This is an optimization exercise on Yosys and OpenROAD, whose aim is small area, a short achievable clock period and few clock cycles per item, not a production implementation.
Function was checked by simulation only, so behaviour that the tests miss may differ from the original.
Power figures rest on the tool's default switching activity, not on a simulated workload.

==> flow/design.v <==
module erf_decoder (
    input  wire         clk,
    input  wire         rst,
    input  wire         in_valid,
    output wire         in_ready,
    input  wire         in_vreset,
    input  wire         in_en,
    input  wire [119:0] in_pkt,
    output reg          out_valid,
    input  wire         out_ready,
    output wire         out_trigger,
    output wire [4:0]   out_err,
    output reg  [39:0]  out_ts,
    output reg  [1:0]   out_seq,
    output reg  [7:0]   out_sync,
    output reg  [15:0]  out_crc_rx,
    output wire [15:0]  out_crc_calc,
    output reg  [31:0]  out_flags_lo,
    output reg  [5:0]   out_flags_hi,
    output reg  [2:0]   out_grp_r,
    output reg  [2:0]   out_grp_s,
    output reg  [3:0]   out_pkt_err,
    output reg          out_mode,
    output reg  [4:0]   out_aux
);
    wire [15:0]  synd_in;
    wire cx0 = in_pkt[44] ^ in_pkt[92];
    wire cx1 = in_pkt[20] ^ in_pkt[91];
    wire cx2 = in_pkt[35] ^ in_pkt[86];
    wire cx3 = in_pkt[57] ^ in_pkt[118];
    wire cx4 = in_pkt[63] ^ in_pkt[111];
    wire cx5 = in_pkt[106] ^ in_pkt[119];
    wire cx6 = in_pkt[33] ^ in_pkt[64];
    wire cx7 = in_pkt[65] ^ in_pkt[113];
    wire cx8 = in_pkt[66] ^ in_pkt[94];
    wire cx9 = in_pkt[26] ^ cx0;
    wire cx10 = in_pkt[16] ^ in_pkt[22];
    wire cx11 = in_pkt[17] ^ in_pkt[23];
    wire cx12 = in_pkt[18] ^ in_pkt[24];
    wire cx13 = in_pkt[19] ^ in_pkt[25];
    wire cx14 = in_pkt[21] ^ in_pkt[27];
    wire cx15 = in_pkt[28] ^ in_pkt[72];
    wire cx16 = in_pkt[31] ^ in_pkt[105];
    wire cx17 = in_pkt[32] ^ in_pkt[107];
    wire cx18 = in_pkt[43] ^ in_pkt[62];
    wire cx19 = in_pkt[60] ^ in_pkt[70];
    wire cx20 = in_pkt[61] ^ in_pkt[71];
    wire cx21 = in_pkt[85] ^ cx4;
    wire cx22 = in_pkt[87] ^ cx1;
    wire cx23 = in_pkt[112] ^ cx2;
    wire cx24 = in_pkt[29] ^ in_pkt[89];
    wire cx25 = in_pkt[30] ^ in_pkt[90];
    wire cx26 = in_pkt[36] ^ in_pkt[88];
    wire cx27 = in_pkt[45] ^ in_pkt[46];
    wire cx28 = in_pkt[84] ^ in_pkt[110];
    wire cx29 = cx5 ^ cx17;
    wire cx30 = cx7 ^ cx8;
    wire cx31 = in_pkt[97] ^ cx3;
    wire cx32 = cx9 ^ cx14;
    wire cx33 = in_pkt[34] ^ in_pkt[58];
    wire cx34 = in_pkt[37] ^ in_pkt[47];
    wire cx35 = in_pkt[38] ^ in_pkt[48];
    wire cx36 = in_pkt[39] ^ in_pkt[49];
    wire cx37 = in_pkt[40] ^ in_pkt[50];
    wire cx38 = in_pkt[41] ^ in_pkt[103];
    wire cx39 = in_pkt[42] ^ in_pkt[98];
    wire cx40 = in_pkt[59] ^ in_pkt[69];
    wire cx41 = in_pkt[67] ^ in_pkt[95];
    wire cx42 = in_pkt[68] ^ in_pkt[96];
    wire cx43 = in_pkt[73] ^ in_pkt[100];
    wire cx44 = in_pkt[74] ^ in_pkt[101];
    wire cx45 = in_pkt[75] ^ in_pkt[99];
    wire cx46 = in_pkt[81] ^ in_pkt[116];
    wire cx47 = in_pkt[82] ^ in_pkt[117];
    wire cx48 = cx6 ^ cx12;
    wire cx49 = cx13 ^ cx16;
    wire cx50 = cx18 ^ cx28;
    wire cx51 = in_pkt[51] ^ cx15;
    wire cx52 = in_pkt[83] ^ cx24;
    wire cx53 = in_pkt[102] ^ cx10;
    wire cx54 = in_pkt[108] ^ cx27;
    wire cx55 = in_pkt[114] ^ cx26;
    wire cx56 = in_pkt[52] ^ cx29;
    wire cx57 = in_pkt[109] ^ cx21;
    wire cx58 = in_pkt[54] ^ in_pkt[115];
    wire cx59 = in_pkt[55] ^ in_pkt[104];
    wire cx60 = cx11 ^ cx19;
    wire cx61 = cx22 ^ cx23;
    wire cx62 = cx25 ^ cx60;
    wire cx63 = in_pkt[45] ^ in_pkt[79];
    wire cx64 = in_pkt[56] ^ in_pkt[93];
    wire cx65 = in_pkt[76] ^ in_pkt[110];
    wire cx66 = cx5 ^ cx39;
    wire cx67 = cx20 ^ cx34;
    wire cx68 = cx33 ^ cx42;
    wire cx69 = cx35 ^ cx43;
    wire cx70 = cx36 ^ cx44;
    wire cx71 = cx38 ^ cx58;
    wire cx72 = cx30 ^ cx51;
    wire cx73 = cx31 ^ cx50;
    wire cx74 = cx49 ^ cx52;
    wire cx75 = cx32 ^ cx56;
    wire cx76 = in_pkt[92] ^ cx37;
    wire cx77 = in_pkt[93] ^ cx41;
    wire cx78 = cx45 ^ cx53;
    wire cx79 = in_pkt[19] ^ in_pkt[77];
    wire cx80 = in_pkt[20] ^ in_pkt[77];
    wire cx81 = in_pkt[21] ^ in_pkt[115];
    wire cx82 = in_pkt[22] ^ in_pkt[59];
    wire cx83 = in_pkt[23] ^ in_pkt[37];
    wire cx84 = in_pkt[24] ^ in_pkt[29];
    wire cx85 = in_pkt[25] ^ in_pkt[30];
    wire cx86 = in_pkt[27] ^ in_pkt[35];
    wire cx87 = in_pkt[28] ^ in_pkt[48];
    wire cx88 = in_pkt[31] ^ in_pkt[75];
    wire cx89 = in_pkt[32] ^ in_pkt[74];
    wire cx90 = in_pkt[34] ^ in_pkt[57];
    wire cx91 = in_pkt[38] ^ in_pkt[71];
    wire cx92 = in_pkt[39] ^ in_pkt[80];
    wire cx93 = in_pkt[47] ^ in_pkt[53];
    wire cx94 = in_pkt[49] ^ in_pkt[86];
    wire cx95 = in_pkt[53] ^ in_pkt[78];
    wire cx96 = in_pkt[56] ^ in_pkt[99];
    wire cx97 = in_pkt[58] ^ in_pkt[63];
    wire cx98 = in_pkt[60] ^ in_pkt[88];
    wire cx99 = in_pkt[61] ^ in_pkt[94];
    wire cx100 = in_pkt[64] ^ in_pkt[76];
    wire cx101 = in_pkt[78] ^ in_pkt[89];
    wire cx102 = in_pkt[80] ^ in_pkt[101];
    wire cx103 = in_pkt[85] ^ in_pkt[119];
    wire cx104 = in_pkt[91] ^ in_pkt[108];
    wire cx105 = in_pkt[96] ^ in_pkt[105];
    wire cx106 = in_pkt[98] ^ in_pkt[111];
    wire cx107 = cx0 ^ cx59;
    wire cx108 = cx1 ^ cx46;
    wire cx109 = cx7 ^ cx11;
    wire cx110 = cx8 ^ cx46;
    wire cx111 = cx12 ^ cx39;
    wire cx112 = cx13 ^ cx25;
    wire cx113 = cx15 ^ cx20;
    wire cx114 = cx16 ^ cx47;
    wire cx115 = cx19 ^ cx65;
    wire cx116 = cx37 ^ cx99;
    wire cx117 = cx40 ^ cx47;
    wire cx118 = cx44 ^ cx82;
    wire cx119 = cx45 ^ cx90;
    wire cx120 = cx63 ^ cx64;
    wire cx121 = cx84 ^ cx91;
    wire cx122 = cx85 ^ cx92;
    wire cx123 = cx21 ^ cx55;
    wire cx124 = cx22 ^ cx71;
    wire cx125 = cx23 ^ cx54;
    wire cx126 = cx30 ^ cx77;
    wire cx127 = cx31 ^ cx49;
    wire cx128 = cx48 ^ cx50;
    wire cx129 = cx48 ^ cx53;
    wire cx130 = cx55 ^ cx67;
    wire cx131 = cx56 ^ cx57;
    wire cx132 = cx57 ^ cx74;
    wire cx133 = cx61 ^ cx123;
    wire cx134 = in_pkt[104] ^ cx88;
    wire cx135 = cx76 ^ cx134;
    wire cx136 = in_pkt[112] ^ cx104;
    wire cx137 = cx107 ^ cx136;
    wire cx138 = in_pkt[113] ^ cx6;
    wire cx139 = in_pkt[79] ^ cx66;
    wire cx140 = in_pkt[102] ^ cx122;
    wire cx141 = in_pkt[0] ^ in_pkt[16];
    wire cx142 = in_pkt[43] ^ in_pkt[51];
    wire cx143 = in_pkt[81] ^ in_pkt[106];
    wire cx144 = in_pkt[107] ^ in_pkt[115];
    wire cx145 = cx6 ^ cx33;
    wire cx146 = cx43 ^ cx93;
    wire cx147 = cx141 ^ cx142;
    wire cx148 = cx143 ^ cx144;
    wire cx149 = cx54 ^ cx115;
    wire cx150 = cx145 ^ cx146;
    wire cx151 = cx147 ^ cx148;
    wire cx152 = cx32 ^ cx126;
    wire cx153 = cx127 ^ cx149;
    wire cx154 = cx150 ^ cx151;
    wire cx155 = cx133 ^ cx152;
    wire cx156 = cx153 ^ cx154;
    wire cx157 = cx155 ^ cx156;
    assign synd_in[0] = ~cx157;
    wire cx158 = in_pkt[1] ^ in_pkt[17];
    wire cx159 = in_pkt[64] ^ in_pkt[82];
    wire cx160 = in_pkt[87] ^ in_pkt[89];
    wire cx161 = in_pkt[109] ^ in_pkt[116];
    wire cx162 = cx58 ^ cx80;
    wire cx163 = cx87 ^ cx106;
    wire cx164 = cx158 ^ cx159;
    wire cx165 = cx160 ^ cx161;
    wire cx166 = cx68 ^ cx118;
    wire cx167 = cx162 ^ cx163;
    wire cx168 = cx164 ^ cx165;
    wire cx169 = cx125 ^ cx126;
    wire cx170 = cx130 ^ cx166;
    wire cx171 = cx167 ^ cx168;
    wire cx172 = cx75 ^ cx169;
    wire cx173 = cx170 ^ cx171;
    wire cx174 = cx172 ^ cx173;
    assign synd_in[1] = ~cx174;
    wire cx175 = in_pkt[2] ^ in_pkt[18];
    wire cx176 = in_pkt[55] ^ in_pkt[70];
    wire cx177 = in_pkt[78] ^ in_pkt[90];
    wire cx178 = in_pkt[106] ^ in_pkt[117];
    wire cx179 = cx3 ^ cx18;
    wire cx180 = cx40 ^ cx83;
    wire cx181 = cx94 ^ cx100;
    wire cx182 = cx175 ^ cx176;
    wire cx183 = cx177 ^ cx178;
    wire cx184 = cx9 ^ cx51;
    wire cx185 = cx68 ^ cx69;
    wire cx186 = cx108 ^ cx179;
    wire cx187 = cx180 ^ cx181;
    wire cx188 = cx182 ^ cx183;
    wire cx189 = cx78 ^ cx184;
    wire cx190 = cx185 ^ cx186;
    wire cx191 = cx187 ^ cx188;
    wire cx192 = cx132 ^ cx189;
    wire cx193 = cx190 ^ cx191;
    wire cx194 = cx192 ^ cx193;
    assign synd_in[2] = ~cx194;
    wire cx195 = in_pkt[3] ^ in_pkt[50];
    wire cx196 = in_pkt[65] ^ in_pkt[97];
    wire cx197 = in_pkt[103] ^ in_pkt[118];
    wire cx198 = cx28 ^ cx43;
    wire cx199 = cx79 ^ cx97;
    wire cx200 = cx100 ^ cx195;
    wire cx201 = cx196 ^ cx197;
    wire cx202 = cx70 ^ cx117;
    wire cx203 = cx120 ^ cx121;
    wire cx204 = cx198 ^ cx199;
    wire cx205 = cx200 ^ cx201;
    wire cx206 = cx61 ^ cx62;
    wire cx207 = cx202 ^ cx203;
    wire cx208 = cx204 ^ cx205;
    wire cx209 = cx75 ^ cx206;
    wire cx210 = cx207 ^ cx208;
    wire cx211 = cx209 ^ cx210;
    assign synd_in[3] = ~cx211;
    wire cx212 = in_pkt[4] ^ in_pkt[77];
    wire cx213 = in_pkt[83] ^ in_pkt[93];
    wire cx214 = in_pkt[107] ^ cx3;
    wire cx215 = cx14 ^ cx19;
    wire cx216 = cx20 ^ cx26;
    wire cx217 = cx95 ^ cx103;
    wire cx218 = cx106 ^ cx212;
    wire cx219 = cx213 ^ cx22;
    wire cx220 = cx48 ^ cx54;
    wire cx221 = cx118 ^ cx214;
    wire cx222 = cx215 ^ cx216;
    wire cx223 = cx217 ^ cx218;
    wire cx224 = cx72 ^ cx135;
    wire cx225 = cx140 ^ cx219;
    wire cx226 = cx220 ^ cx221;
    wire cx227 = cx222 ^ cx223;
    wire cx228 = cx224 ^ cx225;
    wire cx229 = cx226 ^ cx227;
    wire cx230 = cx228 ^ cx229;
    assign synd_in[4] = ~cx230;
    wire cx231 = in_pkt[5] ^ in_pkt[36];
    wire cx232 = in_pkt[40] ^ in_pkt[44];
    wire cx233 = in_pkt[70] ^ in_pkt[100];
    wire cx234 = cx24 ^ cx63;
    wire cx235 = cx83 ^ cx86;
    wire cx236 = cx95 ^ cx231;
    wire cx237 = cx232 ^ cx233;
    wire cx238 = cx113 ^ cx138;
    wire cx239 = cx234 ^ cx235;
    wire cx240 = cx236 ^ cx237;
    wire cx241 = cx73 ^ cx78;
    wire cx242 = cx124 ^ cx238;
    wire cx243 = cx239 ^ cx240;
    wire cx244 = cx131 ^ cx241;
    wire cx245 = cx242 ^ cx243;
    wire cx246 = cx244 ^ cx245;
    assign synd_in[5] = ~cx246;
    wire cx247 = in_pkt[6] ^ in_pkt[16];
    wire cx248 = in_pkt[26] ^ in_pkt[113];
    wire cx249 = cx18 ^ cx34;
    wire cx250 = cx59 ^ cx86;
    wire cx251 = cx102 ^ cx247;
    wire cx252 = cx248 ^ cx51;
    wire cx253 = cx77 ^ cx110;
    wire cx254 = cx121 ^ cx249;
    wire cx255 = cx250 ^ cx251;
    wire cx256 = cx62 ^ cx124;
    wire cx257 = cx127 ^ cx139;
    wire cx258 = cx252 ^ cx253;
    wire cx259 = cx254 ^ cx255;
    wire cx260 = cx256 ^ cx257;
    wire cx261 = cx258 ^ cx259;
    wire cx262 = cx260 ^ cx261;
    assign synd_in[6] = cx262;
    wire cx263 = in_pkt[7] ^ in_pkt[17];
    wire cx264 = in_pkt[29] ^ in_pkt[43];
    wire cx265 = in_pkt[73] ^ in_pkt[94];
    wire cx266 = cx35 ^ cx41;
    wire cx267 = cx42 ^ cx59;
    wire cx268 = cx96 ^ cx97;
    wire cx269 = cx263 ^ cx264;
    wire cx270 = cx265 ^ cx55;
    wire cx271 = cx108 ^ cx111;
    wire cx272 = cx113 ^ cx114;
    wire cx273 = cx266 ^ cx267;
    wire cx274 = cx268 ^ cx269;
    wire cx275 = cx140 ^ cx270;
    wire cx276 = cx271 ^ cx272;
    wire cx277 = cx273 ^ cx274;
    wire cx278 = cx75 ^ cx275;
    wire cx279 = cx276 ^ cx277;
    wire cx280 = cx278 ^ cx279;
    assign synd_in[7] = cx280;
    wire cx281 = in_pkt[8] ^ in_pkt[18];
    wire cx282 = in_pkt[30] ^ in_pkt[40];
    wire cx283 = in_pkt[46] ^ in_pkt[62];
    wire cx284 = in_pkt[67] ^ in_pkt[103];
    wire cx285 = cx10 ^ cx34;
    wire cx286 = cx36 ^ cx89;
    wire cx287 = cx96 ^ cx281;
    wire cx288 = cx282 ^ cx283;
    wire cx289 = cx284 ^ cx52;
    wire cx290 = cx68 ^ cx115;
    wire cx291 = cx117 ^ cx285;
    wire cx292 = cx286 ^ cx287;
    wire cx293 = cx288 ^ cx72;
    wire cx294 = cx289 ^ cx290;
    wire cx295 = cx291 ^ cx292;
    wire cx296 = cx133 ^ cx293;
    wire cx297 = cx294 ^ cx295;
    wire cx298 = cx296 ^ cx297;
    assign synd_in[8] = cx298;
    wire cx299 = in_pkt[9] ^ in_pkt[41];
    wire cx300 = in_pkt[52] ^ in_pkt[66];
    wire cx301 = in_pkt[68] ^ in_pkt[84];
    wire cx302 = in_pkt[87] ^ cx4;
    wire cx303 = cx40 ^ cx41;
    wire cx304 = cx79 ^ cx81;
    wire cx305 = cx299 ^ cx300;
    wire cx306 = cx301 ^ cx23;
    wire cx307 = cx31 ^ cx52;
    wire cx308 = cx69 ^ cx138;
    wire cx309 = cx302 ^ cx303;
    wire cx310 = cx304 ^ cx305;
    wire cx311 = cx62 ^ cx130;
    wire cx312 = cx135 ^ cx306;
    wire cx313 = cx307 ^ cx308;
    wire cx314 = cx309 ^ cx310;
    wire cx315 = cx311 ^ cx312;
    wire cx316 = cx313 ^ cx314;
    wire cx317 = cx315 ^ cx316;
    assign synd_in[9] = ~cx317;
    wire cx318 = in_pkt[10] ^ in_pkt[33];
    wire cx319 = in_pkt[41] ^ in_pkt[69];
    wire cx320 = in_pkt[72] ^ in_pkt[95];
    wire cx321 = cx2 ^ cx4;
    wire cx322 = cx10 ^ cx42;
    wire cx323 = cx101 ^ cx318;
    wire cx324 = cx319 ^ cx320;
    wire cx325 = cx29 ^ cx54;
    wire cx326 = cx67 ^ cx69;
    wire cx327 = cx70 ^ cx110;
    wire cx328 = cx111 ^ cx112;
    wire cx329 = cx321 ^ cx322;
    wire cx330 = cx323 ^ cx324;
    wire cx331 = cx32 ^ cx73;
    wire cx332 = cx325 ^ cx326;
    wire cx333 = cx327 ^ cx328;
    wire cx334 = cx329 ^ cx330;
    wire cx335 = cx331 ^ cx332;
    wire cx336 = cx333 ^ cx334;
    wire cx337 = cx335 ^ cx336;
    assign synd_in[10] = cx337;
    wire cx338 = in_pkt[11] ^ in_pkt[53];
    wire cx339 = in_pkt[62] ^ in_pkt[69];
    wire cx340 = in_pkt[81] ^ in_pkt[90];
    wire cx341 = in_pkt[100] ^ in_pkt[109];
    wire cx342 = in_pkt[114] ^ cx2;
    wire cx343 = cx3 ^ cx11;
    wire cx344 = cx35 ^ cx47;
    wire cx345 = cx65 ^ cx81;
    wire cx346 = cx98 ^ cx105;
    wire cx347 = cx338 ^ cx339;
    wire cx348 = cx340 ^ cx341;
    wire cx349 = cx70 ^ cx76;
    wire cx350 = cx342 ^ cx343;
    wire cx351 = cx344 ^ cx345;
    wire cx352 = cx346 ^ cx347;
    wire cx353 = cx348 ^ cx72;
    wire cx354 = cx78 ^ cx139;
    wire cx355 = cx349 ^ cx350;
    wire cx356 = cx351 ^ cx352;
    wire cx357 = cx353 ^ cx354;
    wire cx358 = cx355 ^ cx356;
    wire cx359 = cx357 ^ cx358;
    assign synd_in[11] = cx359;
    wire cx360 = in_pkt[12] ^ in_pkt[52];
    wire cx361 = in_pkt[54] ^ in_pkt[82];
    wire cx362 = cx36 ^ cx38;
    wire cx363 = cx46 ^ cx80;
    wire cx364 = cx93 ^ cx98;
    wire cx365 = cx102 ^ cx103;
    wire cx366 = cx360 ^ cx361;
    wire cx367 = cx109 ^ cx116;
    wire cx368 = cx119 ^ cx362;
    wire cx369 = cx363 ^ cx364;
    wire cx370 = cx365 ^ cx366;
    wire cx371 = cx32 ^ cx74;
    wire cx372 = cx125 ^ cx129;
    wire cx373 = cx367 ^ cx368;
    wire cx374 = cx369 ^ cx370;
    wire cx375 = cx371 ^ cx372;
    wire cx376 = cx373 ^ cx374;
    wire cx377 = cx375 ^ cx376;
    assign synd_in[12] = cx377;
    wire cx378 = in_pkt[13] ^ in_pkt[42];
    wire cx379 = in_pkt[67] ^ in_pkt[73];
    wire cx380 = in_pkt[83] ^ in_pkt[88];
    wire cx381 = cx17 ^ cx87;
    wire cx382 = cx101 ^ cx378;
    wire cx383 = cx379 ^ cx380;
    wire cx384 = cx71 ^ cx114;
    wire cx385 = cx116 ^ cx381;
    wire cx386 = cx382 ^ cx383;
    wire cx387 = cx57 ^ cx62;
    wire cx388 = cx73 ^ cx129;
    wire cx389 = cx137 ^ cx384;
    wire cx390 = cx385 ^ cx386;
    wire cx391 = cx387 ^ cx388;
    wire cx392 = cx389 ^ cx390;
    wire cx393 = cx391 ^ cx392;
    assign synd_in[13] = ~cx393;
    wire cx394 = in_pkt[14] ^ in_pkt[51];
    wire cx395 = in_pkt[68] ^ in_pkt[90];
    wire cx396 = in_pkt[95] ^ in_pkt[116];
    wire cx397 = in_pkt[118] ^ cx20;
    wire cx398 = cx33 ^ cx38;
    wire cx399 = cx89 ^ cx94;
    wire cx400 = cx394 ^ cx395;
    wire cx401 = cx396 ^ cx66;
    wire cx402 = cx109 ^ cx120;
    wire cx403 = cx397 ^ cx398;
    wire cx404 = cx399 ^ cx400;
    wire cx405 = cx128 ^ cx137;
    wire cx406 = cx401 ^ cx402;
    wire cx407 = cx403 ^ cx404;
    wire cx408 = cx132 ^ cx405;
    wire cx409 = cx406 ^ cx407;
    wire cx410 = cx408 ^ cx409;
    assign synd_in[14] = cx410;
    wire cx411 = in_pkt[15] ^ in_pkt[42];
    wire cx412 = in_pkt[50] ^ in_pkt[72];
    wire cx413 = in_pkt[80] ^ in_pkt[104];
    wire cx414 = in_pkt[114] ^ in_pkt[117];
    wire cx415 = cx27 ^ cx40;
    wire cx416 = cx64 ^ cx105;
    wire cx417 = cx411 ^ cx412;
    wire cx418 = cx413 ^ cx414;
    wire cx419 = cx9 ^ cx30;
    wire cx420 = cx112 ^ cx119;
    wire cx421 = cx415 ^ cx416;
    wire cx422 = cx417 ^ cx418;
    wire cx423 = cx61 ^ cx128;
    wire cx424 = cx419 ^ cx420;
    wire cx425 = cx421 ^ cx422;
    wire cx426 = cx131 ^ cx423;
    wire cx427 = cx424 ^ cx425;
    wire cx428 = cx426 ^ cx427;
    assign synd_in[15] = cx428;
    wire [3:0]   synd_nz_in = {|synd_in[15:12], |synd_in[11:8], |synd_in[7:4], |synd_in[3:0]};
    wire [39:0] i_ts   = in_pkt[119:80];
    wire [1:0]  i_seq  = in_pkt[25:24];
    wire [7:0]  i_sync = in_pkt[23:16];
    wire [7:0]  b3 = in_pkt[31:24];
    wire [7:0]  b4 = in_pkt[39:32];
    wire [7:0]  b5 = in_pkt[47:40];
    wire [7:0]  b6 = in_pkt[55:48];
    wire [7:0]  b7 = in_pkt[63:56];
    wire [7:0]  b8 = in_pkt[71:64];
    wire [7:0]  b9 = in_pkt[79:72];
    wire [37:0] i_flags = {b9, b8, b7[7:1], b6[5:0], b5[7:3], b4[7:4]};
    wire [135:0] i_res = {i_ts, i_seq, i_sync, in_pkt[15:0], synd_in, i_flags,
                          b5[0], b5[1], b5[2], b6[6], b6[7], b7[0],
                          b4[3:0], b3[7], b3[6:2]};
    reg          c_seq_have;
    reg  [1:0]   c_last_seq;
    reg          c_sync_have;
    reg  [7:0]   c_last_sync;
    reg  [39:0]  c_last_ts;
    reg          u_seq;    
    reg          u_sync;   
    reg          u_ts;     
    reg          r_trig;
    reg          r_seq_bad;
    reg          r_sync_rep;
    reg          r_sync_bad;
    reg          r_ts_bad;
    reg  [15:0]  r_synd;
    reg  [3:0]   r_synd_nz;
    assign out_crc_calc = r_synd ^ out_crc_rx;
    wire crc_ok = (r_synd_nz == 4'd0);
    assign out_trigger = r_trig & crc_ok;
    assign out_err     = crc_ok ? {r_ts_bad, r_sync_bad, r_sync_rep, r_seq_bad, 1'b0} : 5'h01;
    reg          c_ts_nz;
    reg          r_ts_nz;
    wire         e_seq  = u_seq  & crc_ok;
    wire         e_sync = u_sync & crc_ok;
    wire         e_ts   = u_ts   & crc_ok;
    wire         s_seq_have  = c_seq_have | e_seq;
    wire [1:0]   s_last_seq  = e_seq ? out_seq : c_last_seq;
    wire         s_sync_have = c_sync_have | e_sync;
    wire [7:0]   s_last_sync = e_sync ? out_sync : c_last_sync;
    wire [39:0]  s_last_ts   = e_ts ? out_ts : c_last_ts;
    wire         s_ts_nz     = e_ts ? r_ts_nz : c_ts_nz;
    assign in_ready = !out_valid || out_ready;
    wire acc     = in_valid && in_ready;
    wire acc_dec = acc && !in_vreset;
    wire clr     = rst || (acc && in_vreset);
    wire hold    = out_valid && !out_ready;
    wire ld      = !hold && in_en;
    wire tc_g0_0 = i_ts[0] & ~s_last_ts[0];
    wire tc_p0_0 = i_ts[0] | ~s_last_ts[0];
    wire tc_g1_0 = i_ts[1] & ~s_last_ts[1];
    wire tc_p1_0 = i_ts[1] | ~s_last_ts[1];
    wire tc_g2_0 = i_ts[2] & ~s_last_ts[2];
    wire tc_p2_0 = i_ts[2] | ~s_last_ts[2];
    wire tc_g3_0 = i_ts[3] & ~s_last_ts[3];
    wire tc_p3_0 = i_ts[3] | ~s_last_ts[3];
    wire tc_g4_0 = i_ts[4] & ~s_last_ts[4];
    wire tc_p4_0 = i_ts[4] | ~s_last_ts[4];
    wire tc_g5_0 = i_ts[5] & ~s_last_ts[5];
    wire tc_p5_0 = i_ts[5] | ~s_last_ts[5];
    wire tc_g6_0 = i_ts[6] & ~s_last_ts[6];
    wire tc_p6_0 = i_ts[6] | ~s_last_ts[6];
    wire tc_g7_0 = i_ts[7] & ~s_last_ts[7];
    wire tc_p7_0 = i_ts[7] | ~s_last_ts[7];
    wire tc_g8_0 = i_ts[8] & ~s_last_ts[8];
    wire tc_p8_0 = i_ts[8] | ~s_last_ts[8];
    wire tc_g9_0 = i_ts[9] & ~s_last_ts[9];
    wire tc_p9_0 = i_ts[9] | ~s_last_ts[9];
    wire tc_g10_0 = i_ts[10] & ~s_last_ts[10];
    wire tc_p10_0 = i_ts[10] | ~s_last_ts[10];
    wire tc_g11_0 = i_ts[11] & ~s_last_ts[11];
    wire tc_p11_0 = i_ts[11] | ~s_last_ts[11];
    wire tc_g12_0 = i_ts[12] & ~s_last_ts[12];
    wire tc_p12_0 = i_ts[12] | ~s_last_ts[12];
    wire tc_g13_0 = i_ts[13] & ~s_last_ts[13];
    wire tc_p13_0 = i_ts[13] | ~s_last_ts[13];
    wire tc_g14_0 = i_ts[14] & ~s_last_ts[14];
    wire tc_p14_0 = i_ts[14] | ~s_last_ts[14];
    wire tc_g15_0 = i_ts[15] & ~s_last_ts[15];
    wire tc_p15_0 = i_ts[15] | ~s_last_ts[15];
    wire tc_g16_0 = i_ts[16] & ~s_last_ts[16];
    wire tc_p16_0 = i_ts[16] | ~s_last_ts[16];
    wire tc_g17_0 = i_ts[17] & ~s_last_ts[17];
    wire tc_p17_0 = i_ts[17] | ~s_last_ts[17];
    wire tc_g18_0 = i_ts[18] & ~s_last_ts[18];
    wire tc_p18_0 = i_ts[18] | ~s_last_ts[18];
    wire tc_g19_0 = i_ts[19] & ~s_last_ts[19];
    wire tc_p19_0 = i_ts[19] | ~s_last_ts[19];
    wire tc_g20_0 = i_ts[20] & ~s_last_ts[20];
    wire tc_p20_0 = i_ts[20] | ~s_last_ts[20];
    wire tc_g21_0 = i_ts[21] & ~s_last_ts[21];
    wire tc_p21_0 = i_ts[21] | ~s_last_ts[21];
    wire tc_g22_0 = i_ts[22] & ~s_last_ts[22];
    wire tc_p22_0 = i_ts[22] | ~s_last_ts[22];
    wire tc_g23_0 = i_ts[23] & ~s_last_ts[23];
    wire tc_p23_0 = i_ts[23] | ~s_last_ts[23];
    wire tc_g24_0 = i_ts[24] & ~s_last_ts[24];
    wire tc_p24_0 = i_ts[24] | ~s_last_ts[24];
    wire tc_g25_0 = i_ts[25] & ~s_last_ts[25];
    wire tc_p25_0 = i_ts[25] | ~s_last_ts[25];
    wire tc_g26_0 = i_ts[26] & ~s_last_ts[26];
    wire tc_p26_0 = i_ts[26] | ~s_last_ts[26];
    wire tc_g27_0 = i_ts[27] & ~s_last_ts[27];
    wire tc_p27_0 = i_ts[27] | ~s_last_ts[27];
    wire tc_g28_0 = i_ts[28] & ~s_last_ts[28];
    wire tc_p28_0 = i_ts[28] | ~s_last_ts[28];
    wire tc_g29_0 = i_ts[29] & ~s_last_ts[29];
    wire tc_p29_0 = i_ts[29] | ~s_last_ts[29];
    wire tc_g30_0 = i_ts[30] & ~s_last_ts[30];
    wire tc_p30_0 = i_ts[30] | ~s_last_ts[30];
    wire tc_g31_0 = i_ts[31] & ~s_last_ts[31];
    wire tc_p31_0 = i_ts[31] | ~s_last_ts[31];
    wire tc_g32_0 = i_ts[32] & ~s_last_ts[32];
    wire tc_p32_0 = i_ts[32] | ~s_last_ts[32];
    wire tc_g33_0 = i_ts[33] & ~s_last_ts[33];
    wire tc_p33_0 = i_ts[33] | ~s_last_ts[33];
    wire tc_g34_0 = i_ts[34] & ~s_last_ts[34];
    wire tc_p34_0 = i_ts[34] | ~s_last_ts[34];
    wire tc_g35_0 = i_ts[35] & ~s_last_ts[35];
    wire tc_p35_0 = i_ts[35] | ~s_last_ts[35];
    wire tc_g36_0 = i_ts[36] & ~s_last_ts[36];
    wire tc_p36_0 = i_ts[36] | ~s_last_ts[36];
    wire tc_g37_0 = i_ts[37] & ~s_last_ts[37];
    wire tc_p37_0 = i_ts[37] | ~s_last_ts[37];
    wire tc_g38_0 = i_ts[38] & ~s_last_ts[38];
    wire tc_p38_0 = i_ts[38] | ~s_last_ts[38];
    wire tc_g39_0 = i_ts[39] & ~s_last_ts[39];
    wire tc_p39_0 = i_ts[39] | ~s_last_ts[39];
    wire tc_g0_1 = tc_g1_0 | (tc_p1_0 & tc_g0_0);
    wire tc_p0_1 = tc_p1_0 & tc_p0_0;
    wire tc_g1_1 = tc_g3_0 | (tc_p3_0 & tc_g2_0);
    wire tc_p1_1 = tc_p3_0 & tc_p2_0;
    wire tc_g2_1 = tc_g5_0 | (tc_p5_0 & tc_g4_0);
    wire tc_p2_1 = tc_p5_0 & tc_p4_0;
    wire tc_g3_1 = tc_g7_0 | (tc_p7_0 & tc_g6_0);
    wire tc_p3_1 = tc_p7_0 & tc_p6_0;
    wire tc_g4_1 = tc_g9_0 | (tc_p9_0 & tc_g8_0);
    wire tc_p4_1 = tc_p9_0 & tc_p8_0;
    wire tc_g5_1 = tc_g11_0 | (tc_p11_0 & tc_g10_0);
    wire tc_p5_1 = tc_p11_0 & tc_p10_0;
    wire tc_g6_1 = tc_g13_0 | (tc_p13_0 & tc_g12_0);
    wire tc_p6_1 = tc_p13_0 & tc_p12_0;
    wire tc_g7_1 = tc_g15_0 | (tc_p15_0 & tc_g14_0);
    wire tc_p7_1 = tc_p15_0 & tc_p14_0;
    wire tc_g8_1 = tc_g17_0 | (tc_p17_0 & tc_g16_0);
    wire tc_p8_1 = tc_p17_0 & tc_p16_0;
    wire tc_g9_1 = tc_g19_0 | (tc_p19_0 & tc_g18_0);
    wire tc_p9_1 = tc_p19_0 & tc_p18_0;
    wire tc_g10_1 = tc_g21_0 | (tc_p21_0 & tc_g20_0);
    wire tc_p10_1 = tc_p21_0 & tc_p20_0;
    wire tc_g11_1 = tc_g23_0 | (tc_p23_0 & tc_g22_0);
    wire tc_p11_1 = tc_p23_0 & tc_p22_0;
    wire tc_g12_1 = tc_g25_0 | (tc_p25_0 & tc_g24_0);
    wire tc_p12_1 = tc_p25_0 & tc_p24_0;
    wire tc_g13_1 = tc_g27_0 | (tc_p27_0 & tc_g26_0);
    wire tc_p13_1 = tc_p27_0 & tc_p26_0;
    wire tc_g14_1 = tc_g29_0 | (tc_p29_0 & tc_g28_0);
    wire tc_p14_1 = tc_p29_0 & tc_p28_0;
    wire tc_g15_1 = tc_g31_0 | (tc_p31_0 & tc_g30_0);
    wire tc_p15_1 = tc_p31_0 & tc_p30_0;
    wire tc_g16_1 = tc_g33_0 | (tc_p33_0 & tc_g32_0);
    wire tc_p16_1 = tc_p33_0 & tc_p32_0;
    wire tc_g17_1 = tc_g35_0 | (tc_p35_0 & tc_g34_0);
    wire tc_p17_1 = tc_p35_0 & tc_p34_0;
    wire tc_g18_1 = tc_g37_0 | (tc_p37_0 & tc_g36_0);
    wire tc_p18_1 = tc_p37_0 & tc_p36_0;
    wire tc_g19_1 = tc_g39_0 | (tc_p39_0 & tc_g38_0);
    wire tc_p19_1 = tc_p39_0 & tc_p38_0;
    wire tc_g0_2 = tc_g1_1 | (tc_p1_1 & tc_g0_1);
    wire tc_p0_2 = tc_p1_1 & tc_p0_1;
    wire tc_g1_2 = tc_g3_1 | (tc_p3_1 & tc_g2_1);
    wire tc_p1_2 = tc_p3_1 & tc_p2_1;
    wire tc_g2_2 = tc_g5_1 | (tc_p5_1 & tc_g4_1);
    wire tc_p2_2 = tc_p5_1 & tc_p4_1;
    wire tc_g3_2 = tc_g7_1 | (tc_p7_1 & tc_g6_1);
    wire tc_p3_2 = tc_p7_1 & tc_p6_1;
    wire tc_g4_2 = tc_g9_1 | (tc_p9_1 & tc_g8_1);
    wire tc_p4_2 = tc_p9_1 & tc_p8_1;
    wire tc_g5_2 = tc_g11_1 | (tc_p11_1 & tc_g10_1);
    wire tc_p5_2 = tc_p11_1 & tc_p10_1;
    wire tc_g6_2 = tc_g13_1 | (tc_p13_1 & tc_g12_1);
    wire tc_p6_2 = tc_p13_1 & tc_p12_1;
    wire tc_g7_2 = tc_g15_1 | (tc_p15_1 & tc_g14_1);
    wire tc_p7_2 = tc_p15_1 & tc_p14_1;
    wire tc_g8_2 = tc_g17_1 | (tc_p17_1 & tc_g16_1);
    wire tc_p8_2 = tc_p17_1 & tc_p16_1;
    wire tc_g9_2 = tc_g19_1 | (tc_p19_1 & tc_g18_1);
    wire tc_p9_2 = tc_p19_1 & tc_p18_1;
    wire tc_g0_3 = tc_g1_2 | (tc_p1_2 & tc_g0_2);
    wire tc_p0_3 = tc_p1_2 & tc_p0_2;
    wire tc_g1_3 = tc_g3_2 | (tc_p3_2 & tc_g2_2);
    wire tc_p1_3 = tc_p3_2 & tc_p2_2;
    wire tc_g2_3 = tc_g5_2 | (tc_p5_2 & tc_g4_2);
    wire tc_p2_3 = tc_p5_2 & tc_p4_2;
    wire tc_g3_3 = tc_g7_2 | (tc_p7_2 & tc_g6_2);
    wire tc_p3_3 = tc_p7_2 & tc_p6_2;
    wire tc_g4_3 = tc_g9_2 | (tc_p9_2 & tc_g8_2);
    wire tc_p4_3 = tc_p9_2 & tc_p8_2;
    wire tc_g0_4 = tc_g1_3 | (tc_p1_3 & tc_g0_3);
    wire tc_p0_4 = tc_p1_3 & tc_p0_3;
    wire tc_g1_4 = tc_g3_3 | (tc_p3_3 & tc_g2_3);
    wire tc_p1_4 = tc_p3_3 & tc_p2_3;
    wire tc_g0_5 = tc_g1_4 | (tc_p1_4 & tc_g0_4);
    wire tc_p0_5 = tc_p1_4 & tc_p0_4;
    wire tc_g0_6 = tc_g4_3 | (tc_p4_3 & tc_g0_5);
    wire ts_gt = tc_g0_6;
    wire sync_bad = !((i_sync == 8'h55) || (i_sync == 8'hAA));
    wire seq_bad_c  = c_seq_have && (i_seq != c_last_seq + 2'd1);
    wire seq_bad_o  = (i_seq != out_seq + 2'd1);
    wire seq_bad    = e_seq ? seq_bad_o : seq_bad_c;
    wire sync_rep_c = c_sync_have && (i_sync == c_last_sync);
    wire sync_rep_o = (i_sync == out_sync);
    wire sync_rep   = e_sync ? sync_rep_o : sync_rep_c;
    wire ts_bad     = s_ts_nz && !ts_gt;
    wire [135:0] res_q = {out_ts, out_seq, out_sync, out_crc_rx, r_synd,
                          out_flags_hi, out_flags_lo, out_grp_r, out_grp_s,
                          out_pkt_err, out_mode, out_aux};
    wire [135:0] res_d = ({136{ld}} & i_res) | ({136{hold}} & res_q);
    always @(posedge clk) begin
        if (clr) begin
            c_seq_have  <= 1'b0;
            c_last_seq  <= 2'd0;
            c_sync_have <= 1'b0;
            c_last_sync <= 8'h00;
            c_last_ts   <= 40'd0;
            c_ts_nz     <= 1'b0;
        end else begin
            c_seq_have  <= s_seq_have;
            c_last_seq  <= s_last_seq;
            c_sync_have <= s_sync_have;
            c_last_sync <= s_last_sync;
            c_last_ts   <= s_last_ts;
            c_ts_nz     <= s_ts_nz;
        end
        if (rst || !acc_dec) begin
            u_seq  <= 1'b0;
            u_sync <= 1'b0;
            u_ts   <= 1'b0;
        end else begin
            u_seq  <= in_en;
            u_sync <= in_en && !sync_bad;
            u_ts   <= in_en && !sync_bad && !ts_bad;
        end
        if (rst)
            out_valid <= 1'b0;
        else if (acc)
            out_valid <= !in_vreset;
        else if (out_ready)
            out_valid <= 1'b0;
        if (!hold) begin
            r_trig     <= in_en && !sync_bad;
            r_seq_bad  <= in_en && seq_bad;
            r_sync_bad <= in_en && sync_bad;
            r_sync_rep <= in_en && !sync_bad && sync_rep;
            r_ts_bad   <= in_en && !sync_bad && ts_bad;
            r_ts_nz    <= in_en && (i_ts != 40'd0);
            r_synd_nz  <= {4{in_en}} & synd_nz_in;
        end
        {out_ts, out_seq, out_sync, out_crc_rx, r_synd,
         out_flags_hi, out_flags_lo, out_grp_r, out_grp_s,
         out_pkt_err, out_mode, out_aux} <= res_d;
    end
endmodule
==> flow/flow/run.sh <==
#!/bin/bash
# Standard ORFS layout, except that the port buffers are buf_1 cells (the
# standard flow's buffer_ports picks clkdlybuf4s50_1 delay cells).
set -euo pipefail
export BUFFER_PORTS_ARGS="-buffer_cell sky130_fd_sc_hd__buf_1"
bash standard.sh > standard.log 2>&1
==> flow/standard.sh <==
#!/bin/bash
# synth_recipe.tcl (not shown) runs the flow's synth.tcl, then flattens the netlist and writes it again
# the make line also repeats each setting of config.mk as NAME=value (left out here)
make -C /OpenROAD-flow-scripts/flow DESIGN_CONFIG=/design/flow/config.mk WORK_HOME=/design/flow/orfs CLKGATE_MAP_FILE= SYNTH_SCRIPT=/design/flow/synth_recipe.tcl "${@:-finish}"
==> flow/config.mk <==
export PLATFORM = sky130hd
export DESIGN_NAME = erf_decoder
export DESIGN_NICKNAME = erf_decoder
export VERILOG_FILES = /design/flow/design.v
export SDC_FILE = /design/flow/constraint.sdc
export NUM_CORES = 4
export LEC_CHECK = 0
export CAP_MARGIN = 20
export CORE_MARGIN = 2
export CORE_UTILIZATION = 40
export PLACE_DENSITY = 0.6
export SETUP_SLACK_MARGIN = 3.2
export SLEW_MARGIN = 20
==> flow/constraint.sdc <==
create_clock -name core_clock -period 6.0 [get_ports {clk}]
set_input_delay 1.2000 -clock core_clock [delete_from_list [all_inputs] [get_ports {clk}]]
set_output_delay 1.2000 -clock core_clock [all_outputs]
set_load 0.01 [all_outputs]
==> results of run 1 <==
==> cells in the mapped netlist, types with 10 or more instances <==
master,instances,area [um2]
o21ai_0,16,80.1
xor2_1,103,902
nor2_1,67,251
and2_1,11,68.8
a21oi_1,28,140
xnor2_1,306,2680
buf_1,14,52.6
edfxtp_1,10,300
dfxtp_1,193,3860
nand2_1,296,1110
o22ai_1,11,68.8
nand3_1,146,731
clkbuf_1,79,297
mux2i_1,33,330
nor4_1,22,138
==> critical path: stages, from the launching register on <==
cell and delay [ns]:
edfxtp_1 0.42, nor4_4 0.29, buf_6 0.21, buf_8 0.16
and2_4 0.15, buf_6 0.09
==> flip-flops by register name (all words and copies together) (netlist names), 5 cells and up <==
signal        cells
c_last_sync       8
c_last_ts        40
out_aux           5
out_crc_rx       16
out_flags_hi      6
out_flags_lo     32
out_sync          8
out_ts           40
r_synd           16
==> cell type report <==
cell class / count / area (um2) / share of cell area (%)
Clock inverter: 7 / 63.8 / 0.375
Timing Repair inverter: 2 / 20.0 / 0.118
Clock buffer: 33 / 686 / 4.03
Tap cell: 384 / 480 / 2.82
Multi-Input combinational cell: 1109 / 9140 / 53.7
Timing Repair Buffer: 380 / 2410 / 14.2
Inverter: 7 / 60.1 / 0.353
Sequential cell: 203 / 4170 / 24.5
==> metal layers <==
layer | vias to the layer above | part of all wire (%)
met5 | - | 0
met4 | 0 | 4.4
met3 | 109 | 6.8
met2 | 493 | 48
met1 | 5263 | 40
li1 | 5214 | -
==> cells by family after synthesis <==
group                      Yosys count  synth area share [%]
muxes                               33                  2.82
AOI/OAI and AO/OA                   90                  4.92
xor gates and xnor gates           412                  31.2
DFF                                203                  35.6
adders and majority gates            5                 0.438
buffers and inverters              111                  3.83
and+or+nand+nor                    568                  21.2
==> timing repair <==
| item | in CTS | in global routing |
|---|---|---|
| resized for setup | 293 | 133 |
| setup buffers | 62 | 36 |
| endpoints found under the setup margin | 129 | 20 |
| gates cloned | 5 | 1 |
| pin swaps | 78 | 87 |
| hold buffers | 0 | 0 |
==> through the flow <==
step,utilization [%],instances,total power [mW]
final,59.2,2125,6.27
after floorplan,-,1422,3.32
after detailed placement,46.0,1981,3.91
after global placement,46.0,1981,3.91
after CTS,55.3,2088,5.88
after global routing,59.2,2125,6.52
==> worst max path at each step <==
| stage | from | end | slack [ns] | cells past startpoint |
|---|---|---|---|---|
| 4_1_cts | r_synd_nz[3] | out_err[3] | 2.95 | 5 |
| 3_3_place_gp | in_pkt[25] | r_synd_nz[1] | 1.93 | 10 |
| 6_report | r_synd_nz[3] | out_err[3] | 2.93 | 5 |
| 5_1_grt | r_synd_nz[3] | r_ts_bad | 2.82 | 12 |
| 3_5_place_dp | in_pkt[116] | r_synd_nz[1] | 1.94 | 10 |
| 2_1_floorplan | in_pkt[86] | r_synd_nz[0] | 2.83 | 10 |
==> power groups by stage <==
stage,logic [mW],clock network [mW],registers [mW]
global placement,2.31,0,1.60
finish,3.27,1.42,1.58
global route,3.44,1.48,1.59
CTS,2.87,1.43,1.58
floorplan,1.71,0,1.61
detailed placement,2.30,0,1.61
==> flow_summary.toml, run 1 <==
[floorplanning]
initial_core_util_pct = 40.7
dieArea_um2 = 30600
core_um2 = 28800
rows = 62
die_w_um = 175
ioPinCount = 270
die_h_um = 175

[place]
pre_cts_ws_ns = 1.94
dp_hpwl_um = 32800
gp_congestion = 0.984
port_buffers = 269
dpl-instance-area_um2 = 13200

[worst_setup_path]
critPathKind = "flip-flop to output pin"
path_max_fanout = 5
rr_startpoint = "r_synd_nz[3]"
cp.required_ns = 4.80
rr_worst_depth = 13
endpoint_kind = "output pin"
crit_path_start_kind = "flip-flop"
timing.rr.end = "r_ts_bad"
reg2reg_slack_ns = 2.94
arrival_ns = 1.87

[sta]
finalCritPeriodShare_pct = 51.1
fin_crit_ns = 3.07
fmax_ghz = 0.326
fin_skew_ns = 0.0104
whs_ns = 0.437
drv_slew = 0
setup_viol = 0
finalWorstSetupSlack_ns = 2.93
finalHoldViolations = 0
max_slew_margin_pct = 39.6
worst_pin_slew_ns = 0.906
finalSetupTns_ns = 0
rsz0062_at_grt = "true"

[cells_and_area]
fin_area_um2 = 17000
fin_nets = 1852
syn_to_final_growth_pct = 45.5
insertedDiodeCount = 0
layout_commonest_cell = "nand2_1"
final_cell_mix = "nand2_1, dfxtp_1, xnor2_1"
fillerInstances = 2484
drive_above_1_share_pct = 26.5

[global_route]
gr-usage-met2_pct = 48.8
grt_use_total_pct = 29.0
grt-ovfl-total = 0
grt.busiest_layer = "met2"
grtUsageMet1_pct = 37.0
grt_max_degree = 86
antenna_found_initial = 0
grt.met3_usage_pct = 4.70
grt_first_pass_wirelength_um = 66400
grt_pass1_vias = 10600

[drt]
dr.pass1.iters = 7
vias_per_cell = 5.21
drc_errors = 0
drtIter0Drc = 869
ant_nets = 0
post_drt_wl_per_cell_um = 21.8
vias = 11100
wl_um = 46400

[synthesis]
ys_ff_latch = 203
ys_types = 55
yosys_warnings = 1
synthArstFlopShare_pct = 0
synth_nets = 1548
synth_area_per_cell_um2 = 8.23
netlist_instances = 1422
synth_edf_count = 10
synth-main-ff-cell = "dfxtp_1"
netlist_area_um2 = 11700
yosysSeqAreaShare_pct = 35.6

[power]
power_per_cell_area_nw_per_um2 = 368
irDropWorstVdd_mv = 0.217
clock_power_share_pct = 22.6
combPwrFrac_pct = 52.2
switchingPower_mw = 2.30
p_leak_nw = 7.19
swShare_pct = 36.7
seq_power_share_pct = 25.2
p_int_mw = 3.97

[cts]
clk_latency_ns = 0.53
htree_levels = 1
tritoncts = "built"
clock_sinks = 203
cts_made_buffers = 23
cts-root-buf = "clkbuf_16"
cts.path.max_buffers = 3
clkTransAtPathRegs_ns = 0.06

[run_status]
status = "complete, no violations"

[worst_hold_path]
min-delay-start = "out_flags_hi[4]"
holdPathStages = 2
hold_class = "flip-flop to flip-flop"
whs_endpoint = "out_flags_hi[4]"

[job]
maxCapViolations = 0
Testbench counts, summed over its fixed seeds: cycles 2,408, items 2,365.
==> run 2, diff against run 1 <==
==> flow/flow/run.sh (replaced) <==
#!/bin/bash
# ORFS layout with two changes:
#  - synthesis maps the logic with flow/map.abc (structural choices and
#    area-recovering mapping, keeping the XOR network of the RTL) instead of
#    ORFS's delay-first ABC script; everything else in synthesis, including
#    the flip-flop mapping, is synth_recipe.tcl unchanged;
#  - the port buffers are buf_1 cells (buffer_ports otherwise picks
#    clkdlybuf4s50_1 delay cells).
set -euo pipefail
W=$(pwd)
{
  echo "proc abc {args} { set i [lsearch \$args -script]; if {\$i >= 0} { lset args [expr {\$i+1}] $W/flow/map.abc }; yosys abc {*}\$args }"
  cat synth_recipe.tcl
} > flow_synth.tcl
sed "s#SYNTH_SCRIPT=[^ ]*#SYNTH_SCRIPT=$W/flow_synth.tcl#" standard.sh > flow_standard.sh
grep -q "SYNTH_SCRIPT=$W/flow_synth.tcl" flow_standard.sh
export BUFFER_PORTS_ARGS="-buffer_cell sky130_fd_sc_hd__buf_1"
bash flow_standard.sh > standard.log 2>&1
==> flow/flow/map.abc (new file) <==
&get -n
&st
&dch
&nf
&put
--- a/flow/config.mk
+++ b/flow/config.mk
@@ -9,5 +9,5 @@
 export CORE_MARGIN = 2
 export CORE_UTILIZATION = 40
 export PLACE_DENSITY = 0.6
-export SETUP_SLACK_MARGIN = 3.2
+export SETUP_SLACK_MARGIN = 2.5
 export SLEW_MARGIN = 20
==> flow_summary.toml, run 2 <==
[place]
port_buffers = 269
dp_hpwl_um = 31400
gp_congestion = 1.03

[power]
power_mw = 5.40
irDropWorstVdd_mv = 0.189
p_leak_nw = 5.23
power_per_cell_area_nw_per_um2 = 393

[drt]
wl_um = 39600
drtIter0Drc = 629
vias = 9358
drc_errors = 0
vias_per_cell = 5.23
dr.pass1.iters = 5
post_drt_wl_per_cell_um = 22.2
ant_nets = 0

[job]
maxCapViolations = 0

[synthesis]
synth_top_cell_area_share_pct = 34.8
synth_area_per_cell_um2 = 10.2
synth.top_cells.by_count = "xnor2_1, dfxtp_1, a22o_1"
yosysMostFrequentCell = "xnor2_1"
yosysSeqAreaShare_pct = 37.5
synth_largest_area_cell = "dfxtp_1"
synth_nets = 1216
ys_ff_latch = 203
ys_types = 40
yosys_warnings = 1
synth_edf_count = 10
netlist_instances = 1090
synth-main-ff-cell = "dfxtp_1"
synthArstFlopShare_pct = 0
netlist_area_um2 = 11100
synthTopCellsByArea = "dfxtp_1, xnor2_1, a22o_1"

[sta]
fmax_ghz = 0.292
fin_crit_ns = 3.43
drv_slew = 0
finalHoldViolations = 0
rsz0062_at_grt = "false"
worst_pin_slew_ns = 1.04
finalCritPeriodShare_pct = 57.1
max_slew_margin_pct = 30.3
fin_skew_ns = 0.0160
finalSetupTns_ns = 0
setup_viol = 0
whs_ns = 0.473

[floorplanning]
ioPinCount = 270
die_h_um = 171
initial_core_util_pct = 40.9
rows = 60
die_w_um = 171
dieArea_um2 = 29100
core_um2 = 27100

[cts]
tritoncts = "built"
cts.path.max_buffers = 3
clock_sinks = 203
clk_latency_ns = 0.51
htree_levels = 1
clkTransAtPathRegs_ns = 0.06
cts-root-buf = "clkbuf_16"
cts_made_buffers = 22

[global_route]
antenna_found_initial = 0
grt_pass1_vias = 8931
grt-ovfl-total = 0
grt_use_total_pct = 26.4
grt_first_pass_wirelength_um = 56700
grt_max_degree = 73

[run_status]
status = "complete, no violations"

[worst_setup_path]
critPathKind = "input pin to flip-flop"
crit_path_start_kind = "input pin"
arrival_ns = 3.68
path_max_fanout = 4
endpoint_kind = "flip-flop"
cp.required_ns = 6.25

[cells_and_area]
final_cell_mix = "xnor2_1, buf_1, dfxtp_1"
fin_nets = 1526
drive_above_1_share_pct = 5.72
syn_to_final_growth_pct = 23.8
layout_commonest_cell = "xnor2_1"
insertedDiodeCount = 0

[worst_hold_path]
hold_class = "flip-flop to flip-flop"
run 2: changes by cell type after synthesis, sizes merged, moves of 19 or more:
cell / delta
a22o: +132
nand2: -273
xor2: +28
buf: -24
a21oi: -19
nor2: +22
clkbuf: -80
nand3: -139
run 2: metrics by stage:
| step | setup slack (ns) | instance area (um2) | instances | utilization (%) |
|---|---|---|---|---|
| 2_1_floorplan | -0.115 | 11100 | 1090 | - |
| 3_3_place_gp | 1.85 | 12700 | 1740 | 46.8 |
| 3_5_place_dp | 1.86 | 12700 | 1740 | 46.8 |
| 4_1_cts | 2.47 | 13500 | 1782 | 50.0 |
| 5_1_grt | 2.51 | 13700 | 1788 | 50.6 |
| 6_report | 2.57 | 13700 | 1788 | 50.6 |
run 2: worst paths after layout:
kind | startpoint | to | slack [ns] | cells after the start
worst max-delay path | in_pkt[69] | r_synd_nz[3] | 2.57 | 9
worst min-delay path | r_synd[9] | r_synd[9] | 0.47 | 2
worst max register to register | r_synd_nz[0] | r_ts_bad | 2.70 | 12
worst min register to register | r_synd[9] | r_synd[9] | 0.47 | 2
run 2: timing repair:
| action | CTS | global route |
|---|---|---|
| cloned | 0 | 1 |
| buffers inserted | 2 | 5 |
| setup endpoints to repair | 9 | 4 |
| hold endpoints to repair | 0 | 0 |
| pin swaps | 1 | 3 |
| hold buffers | 0 | 0 |
| resized for setup | 4 | 21 |
run 2: per-layer routing:
metal	up-vias	global-route usage (%)	routed length (um)
met1	4538	36.1	17900
li1	4468	-	-
met3	59	4.26	2230
met4	0	7.47	973
met2	293	43.1	18500
met5	-	0	0
run 2: cells by family (layout without fill, tap and decap cells):
logic type	count (synthesis)	count (layout)	share of synthesized area, %
AO/OA/AOI/OAI	199	199	14.5
buffers and inverters	5	330	0.169
XOR/XNOR	459	459	36.7
multiplexers	37	37	3.34
AND/OR/NAND/NOR	187	188	7.72
flip-flops	203	203	37.5
run 2: worst max-delay path: stages:
cell and delay [ns]:
buf_1 0.44, xnor2_2 0.24, xnor2_1 0.36, xnor2_1 0.14, xnor2_1 0.34, xnor3_1 0.44, xnor2_1 0.17, nor4_1 0.28
nor2_1 0.06
run 2: power breakdown:
part	internal, mW	switching, mW
logic	1.05	1.28
clock network	0.909	0.569
registers	1.49	0.0956
total	3.45	1.94
run 2: final cells by class:
class | instances | area (um2)
clock buffers | 32 | 711
clock inverters | 8 | 97.6
fillers | 2639 | 13400
inverters | 5 | 22.5
multi-input cells | 883 | 7100
flip-flops and latches | 203 | 4170
well taps | 372 | 465
repair buffers | 285 | 1160
==> run 3, diff against run 2 <==
--- a/flow/config.mk
+++ b/flow/config.mk
@@ -9,5 +9,5 @@
 export CORE_MARGIN = 2
 export CORE_UTILIZATION = 40
 export PLACE_DENSITY = 0.6
-export SETUP_SLACK_MARGIN = 2.5
+export SETUP_SLACK_MARGIN = 2.9
 export SLEW_MARGIN = 20
==> flow_summary.toml, run 3 <==
[floorplanning]
ioPinCount = 270
rows = 60
die_w_um = 171
initial_core_util_pct = 40.9
die_h_um = 171
core_um2 = 27100
dieArea_um2 = 29100

[cells_and_area]
syn_to_final_growth_pct = 30.7
drive_above_1_share_pct = 14.6
insertedDiodeCount = 0
final_cell_mix = "xnor2_1, buf_1, dfxtp_1"
fin_nets = 1545
fin_area_um2 = 14500
layout_commonest_cell = "xnor2_1"

[sta]
worst_pin_slew_ns = 0.782
finalHoldViolations = 0
fmax_ghz = 0.320
finalCritPeriodShare_pct = 52.1
max_slew_margin_pct = 47.5
rsz0062_at_grt = "true"
fin_skew_ns = 0.0181
finalSetupTns_ns = 0
fin_crit_ns = 3.13
drv_slew = 0
setup_viol = 0

[place]
dpl-instance-area_um2 = 12700
port_buffers = 269
dp_hpwl_um = 29800
gp_congestion = 1.03

[worst_setup_path]
rr_startpoint = "r_synd_nz[1]"
endpoint_kind = "flip-flop"
cp.required_ns = 6.26
critPathKind = "input pin to flip-flop"
crit_path_start_kind = "input pin"
cp-startpoint = "in_pkt[21]"
path_max_fanout = 7
reg2reg_slack_ns = 2.94
arrival_ns = 3.39

[cts]
tritoncts = "built"
cts-root-buf = "clkbuf_16"
clock_sinks = 203
htree_levels = 1
clk_latency_ns = 0.52
cts_made_buffers = 23
cts_hold_buffers = 0
cts.path.max_buffers = 3
clkTransAtPathRegs_ns = 0.07

[synthesis]
synth.top_cells.by_count = "xnor2_1, dfxtp_1, a22o_1"
synthArstFlopShare_pct = 0
synth_top_cell_area_share_pct = 34.8
yosysSeqAreaShare_pct = 37.5
ys_ff_latch = 203
synth_edf_count = 10
synthTopCellsByArea = "dfxtp_1, xnor2_1, a22o_1"
synth_largest_area_cell = "dfxtp_1"
netlist_area_um2 = 11100
synth_nets = 1216
netlist_instances = 1090
yosysMostFrequentCell = "xnor2_1"
yosys_warnings = 1
ys_types = 40
synth_area_per_cell_um2 = 10.2
synth-main-ff-cell = "dfxtp_1"

[global_route]
antenna_found_initial = 0
grt_use_total_pct = 25.5
grt_max_degree = 79
grt_pass1_vias = 9050
grt-ovfl-total = 0
grt_first_pass_wirelength_um = 55800

[power]
power_per_cell_area_nw_per_um2 = 383
p_leak_nw = 5.66
irDropWorstVdd_mv = 0.189

[drt]
ant_nets = 0
post_drt_wl_per_cell_um = 21.5
dr.pass1.iters = 5
drc_errors = 0
vias = 9542
drtIter0Drc = 749
wl_um = 38900
vias_per_cell = 5.28

[worst_hold_path]
min-delay-start = "r_synd[2]"
hold_class = "flip-flop to flip-flop"

[run_status]
status = "complete, no violations"

[job]
maxCapViolations = 0
[run 3: cell types whose count changed in the layout (fill, tap and decap cells not counted), sizes merged]
cell      change
clkbuf       +24
buf          -13
inv           +4
bufinv        +2
nand2         +2
clkinv        +1
clkinvlp      -1
[run 3: layout make-up]
type,count,area [um2]
Timing Repair Buffer,301,1380
Fill cell,2511,12600
Clock inverter,14,185
Tap cell,372,465
Sequential cell,203,4170
Multi-Input combinational cell,885,7630
Clock buffer,27,643
Inverter,5,31.3
[run 3: worst max-delay path: stages]
cell and delay [ns]:
buf_1 0.22, xnor2_1 0.62, xnor2_1 0.20, xnor2_1 0.38, xnor2_1 0.16, xnor2_1 0.16, xnor2_1 0.32, a31oi_1 0.12
[run 3: kinds of logic (layout without fill, tap and decap cells)]
logic type             count (synthesis)  after routing  share of synthesized area, %
XOR/XNOR                             459            459                          36.7
flip-flops                           203            203                          37.5
AO/OA/AOI/OAI                        199            199                          14.5
AND/OR/NAND/NOR                      187            190                          7.72
multiplexers                          37             37                          3.34
buffers and inverters                  5            347                         0.169
[run 3: per-layer routing]
layer / GRT usage [%] / wire, um / part of all wire [%] / vias to the layer above
met3: 3.56 / 2780 / 7.1 / 63
met1: 35.2 / 16900 / 43 / 4600
met5: 0 / 0 / 0 / -
li1: - / - / - / 4488
met2: 41.7 / 18200 / 47 / 391
met4: 7.21 / 985 / 2.5 / 0
[run 3: path summary, 6_finish.rpt]
| path | depth (start not counted) | end |
|---|---|---|
| hold / removal | 2 | r_synd[2] |
| hold reg to reg | 2 | r_synd[2] |
| setup reg to reg | 11 | r_ts_bad |
| setup / recovery | 8 | r_synd_nz[1] |
[run 3: repair_timing]
item,in CTS,in global routing
resized for setup,48,109
setup endpoints to repair,97,8
pin swaps,7,17
cloned,1,3
setup buffers,6,17
[run 3: per-stage QoR]
| stage | utilization (%) | std cells | hold WS (ns) | power [mW] | setup slack, ns |
|---|---|---|---|---|---|
| global route | 53.5 | 1807 | 0.489 | 5.78 | 2.79 |
| finish | 53.5 | 1807 | 0.470 | 5.55 | 2.87 |
| detailed placement | 46.9 | 1739 | 0.463 | 3.88 | 2.05 |
| global placement | 46.9 | 1739 | 0.457 | 3.87 | 2.06 |
| CTS | 51.2 | 1787 | 0.473 | 5.48 | 2.82 |
| floorplan | - | 1090 | 0.439 | 3.28 | -0.115 |
[run 3: where the power goes]
group | switching, mW | leakage [nW] | internal [mW]
combinational | 1.30 | 3.54 | 1.13
sequential | 0.0927 | 1.70 | 1.49
clock | 0.589 | 0.411 | 0.944
total | 1.98 | 5.66 | 3.57
==> run 4, diff against run 3 <==
--- a/flow/config.mk
+++ b/flow/config.mk
@@ -7,7 +7,8 @@
 export LEC_CHECK = 0
 export CAP_MARGIN = 20
 export CORE_MARGIN = 2
-export CORE_UTILIZATION = 40
-export PLACE_DENSITY = 0.6
+export CORE_UTILIZATION = 60
+export CTS_BUF_LIST = sky130_fd_sc_hd__clkbuf_4 sky130_fd_sc_hd__clkbuf_8
+export PLACE_DENSITY = 0.7
 export SETUP_SLACK_MARGIN = 2.9
 export SLEW_MARGIN = 20
==> flow_summary.toml, run 4 <==
[drt]
drtIter0Drc = 732
vias = 9751
dr.pass1.iters = 5
wl_um = 36500
post_drt_wl_per_cell_um = 21.9
ant_nets = 0
drc_errors = 0
vias_per_cell = 5.85

[synthesis]
synth_edf_count = 10
synth-main-ff-cell = "dfxtp_1"
ys_ff_latch = 203
netlist_area_um2 = 11100
ys_types = 40
yosysSeqAreaShare_pct = 37.5
synth_top_cell_area_share_pct = 34.8
synth.top_cells.by_count = "xnor2_1, dfxtp_1, a22o_1"
synth_area_per_cell_um2 = 10.2
yosys_warnings = 1
synth_largest_area_cell = "dfxtp_1"
synthArstFlopShare_pct = 0
synthTopCellsByArea = "dfxtp_1, xnor2_1, a22o_1"
synth_nets = 1216
netlist_instances = 1090
yosysMostFrequentCell = "xnor2_1"

[sta]
setup_viol = 0
whs_ns = 0.462
worst_pin_slew_ns = 0.818
finalCritPeriodShare_pct = 52.5
max_slew_margin_pct = 45.5
finalHoldViolations = 0
fin_skew_ns = 0.00984
fmax_ghz = 0.317
drv_slew = 0
rsz0062_at_grt = "true"
fin_crit_ns = 3.15
finalWorstSetupSlack_ns = 2.85

[cells_and_area]
final_cell_mix = "xnor2_1, buf_1, dfxtp_1"
final_core_util_pct = 76.9
fillerInstances = 1358
syn_to_final_growth_pct = 25.0
insertedDiodeCount = 0
layout_commonest_cell = "xnor2_1"
drive_above_1_share_pct = 12.4
fin_nets = 1541

[global_route]
grt_max_degree = 79
grt.met3_usage_pct = 5.88
grt_use_total_pct = 36.3
grt_pass1_vias = 9323
antenna_found_initial = 0
gr-usage-met2_pct = 59.6
grt.busiest_layer = "met2"
grt-ovfl-total = 0
grtUsageMet1_pct = 49.2
grt_first_pass_wirelength_um = 54700

[power]
p_int_mw = 3.35
combPwrFrac_pct = 45.4
power_per_cell_area_nw_per_um2 = 382
seq_power_share_pct = 30.0
irDropWorstVdd_mv = 0.315
switchingPower_mw = 1.95
clock_power_share_pct = 24.6
swShare_pct = 36.7
p_leak_nw = 5.51

[floorplanning]
die_h_um = 140
rows = 49
ioPinCount = 270
core_um2 = 18000
die_w_um = 140
initial_core_util_pct = 61.5
dieArea_um2 = 19600

[worst_setup_path]
crit_family = "compound AO/OA/AOI/OAI gates"
cp_common_cell = "buf_4"
timing.rr.end = "u_ts"
endpoint_kind = "flip-flop"
arrival_ns = 3.55
rr_startpoint = "r_synd_nz[2]"
critPathKind = "flip-flop to flip-flop"
rr_worst_depth = 15
cp_cell_sequence = "nor4_4 > buf_6 > buf_8 > buf_4 > a21oi_1 > or3_4 > o221a_1 > o21ai_2 > buf_4 > a31oi_1 > a211o_1 > nand4b_1 > a211oi_2 > buf_4 > o31a_1"
path_max_fanout = 7
cp_slowest_stage_delay_ns = 0.44
critPathBufInv = 5
cp-startpoint = "r_synd_nz[2]"
reg2reg_slack_ns = 2.85
cp_slowest_cell = "edfxtp_1"
crit_path_start_kind = "flip-flop"
cp.required_ns = 6.40

[worst_hold_path]
hold_class = "flip-flop to flip-flop"
min-delay-start = "r_synd[5]"
holdPathStages = 2
whs_endpoint = "r_synd[5]"

[cts]
cts.path.max_buffers = 3
clock_sinks = 203
cts_made_buffers = 34
cts_hold_buffers = 0
tritoncts = "built"
clk_latency_ns = 0.52
cts-root-buf = "clkbuf_8"
htree_levels = 2
clkTransAtPathRegs_ns = 0.06

[job]
maxCapViolations = 0

[place]
dp_hpwl_um = 28000
port_buffers = 269
gp_congestion = 1.03
pre_cts_ws_ns = 2.12

[run_status]
status = "complete, no violations"
-- run 4: cell counts after synthesis --
Identical to the previous run, type by type.
-- run 4: how the worst max path moves through the flow --
stage,slack [ns],cells past startpoint,endpoint
2_1_floorplan,-0.12,3,out_aux[0]
3_3_place_gp,2.06,8,r_synd_nz[1]
3_5_place_dp,2.12,8,r_synd_nz[1]
4_1_cts,2.90,9,r_synd_nz[3]
5_1_grt,2.76,14,u_ts
6_report,2.85,15,u_ts
-- run 4: cells by family (layout without fill, tap and decap cells) --
| family | Yosys count | after routing | share of synthesized area, % |
|---|---|---|---|
| AND/OR/NAND/NOR | 187 | 188 | 7.72 |
| AO/OA/AOI/OAI | 199 | 199 | 14.5 |
| XOR/XNOR | 459 | 459 | 36.7 |
| multiplexers | 37 | 37 | 3.34 |
| buffers and inverters | 5 | 353 | 0.169 |
| flip-flops | 203 | 203 | 37.5 |
-- run 4: worst register-to-register path, stage by stage (launching register included) --
cell	delay, ns
edfxtp_1	0.44
nor4_4	0.30
buf_6	0.19
buf_8	0.15
buf_4	0.12
a21oi_1	0.09
or3_4	0.36
o221a_1	0.15
o21ai_2	0.08
buf_4	0.13
a31oi_1	0.03
a211o_1	0.33
nand4b_1	0.17
a211oi_2	0.11
buf_4	0.15
o31a_1	0.23
-- run 4: layer usage --
layer  vias up  share of wire [%]  wire length [um]
met3        76                8.2              2990
met1      4700                 41             15100
li1       4484                  -                 -
met4         0                3.3              1200
met2       491                 47             17200
met5         -                  0                 0
-- run 4: cell type report --
cell class	instances	area, um2	share of cell area, %
multi-input combinational	883	7450	53.7
tap	229	287	2.07
timing repair buffer	288	1200	8.65
sequential	203	4170	30.0
clock buffer	54	674	4.86
inverter	5	31.3	0.226
clock inverter	6	57.6	0.415
-- run 4: timing repair --
action | in CTS | in global routing
buffers inserted | 4 | 6
setup endpoints to repair | 17 | 11
pin swaps | 2 | 9
gates cloned | 1 | 0
gates resized for setup | 36 | 64
-- run 4: stage by stage --
step / instance area (um2) / TNS (ns) / total power, mW / instances
after CTS: 13500 / 0 / 5.22 / 1662
final: 13900 / 0 / 5.30 / 1668
after global placement: 12500 / 0 / 3.87 / 1597
after floorplan: 11200 / -14.99 / 3.28 / 1090
after detailed placement: 12500 / 0 / 3.88 / 1597
after global routing: 13900 / 0 / 5.52 / 1668
-- run 4: power groups by stage --
stage | sequential [mW] | combinational [mW] | clock, mW
2_1_floorplan | 1.62 | 1.67 | 0
3_3_place_gp | 1.61 | 2.26 | 0
3_5_place_dp | 1.61 | 2.27 | 0
4_1_cts | 1.58 | 2.32 | 1.31
5_1_grt | 1.60 | 2.55 | 1.37
6_report | 1.59 | 2.41 | 1.30

## separate check: timing with driven ports
The results above use ideal ports. As a check the final layouts listed here were re-extracted and re-timed, cells and wires unchanged.
Step 1 (the two cells are an assumption about what drives the block):
set clk [get_ports {clk}]
set_driving_cell -lib_cell sky130_fd_sc_hd__clkbuf_16 $clk
set_driving_cell -lib_cell sky130_fd_sc_hd__buf_2 [delete_from_list [all_inputs] $clk]
Step 2 also shifts input and output timing later by t, the mid clock arrival at the registers, as if the neighbouring blocks saw the same clock.
Three values: ideal ports, drivers, drivers and shift; two values: the first two.
| run | t, ns | setup slack, ns | hold WS [ns] | worst setup path after step 2 | clock arrival spread, ns |
|---|---|---|---|---|---|
| run 1 | 0.575 | 2.934 / 2.882 / 2.430 | 0.437 / 0.437 / 0.437 | input to register | 0.012 / 0.013 |
| run 2 | 0.557 | 2.574 / 2.597 / 2.039 | 0.473 / 0.473 / 0.473 | input to register | 0.019 / 0.019 |
| run 3 | 0.566 | 2.872 / 2.872 / 2.334 | 0.470 / 0.470 / 0.470 | input to register | 0.019 / 0.018 |
| run 4 | 0.560 | 2.848 / 2.843 / 2.394 | 0.462 / 0.462 / 0.462 | input to register | 0.010 / 0.010 |
After both steps every run listed still meets setup and hold. The setup slack of run 3, which loses most, moves by 0.000 ns with the drivers and by -0.538 ns with both steps.
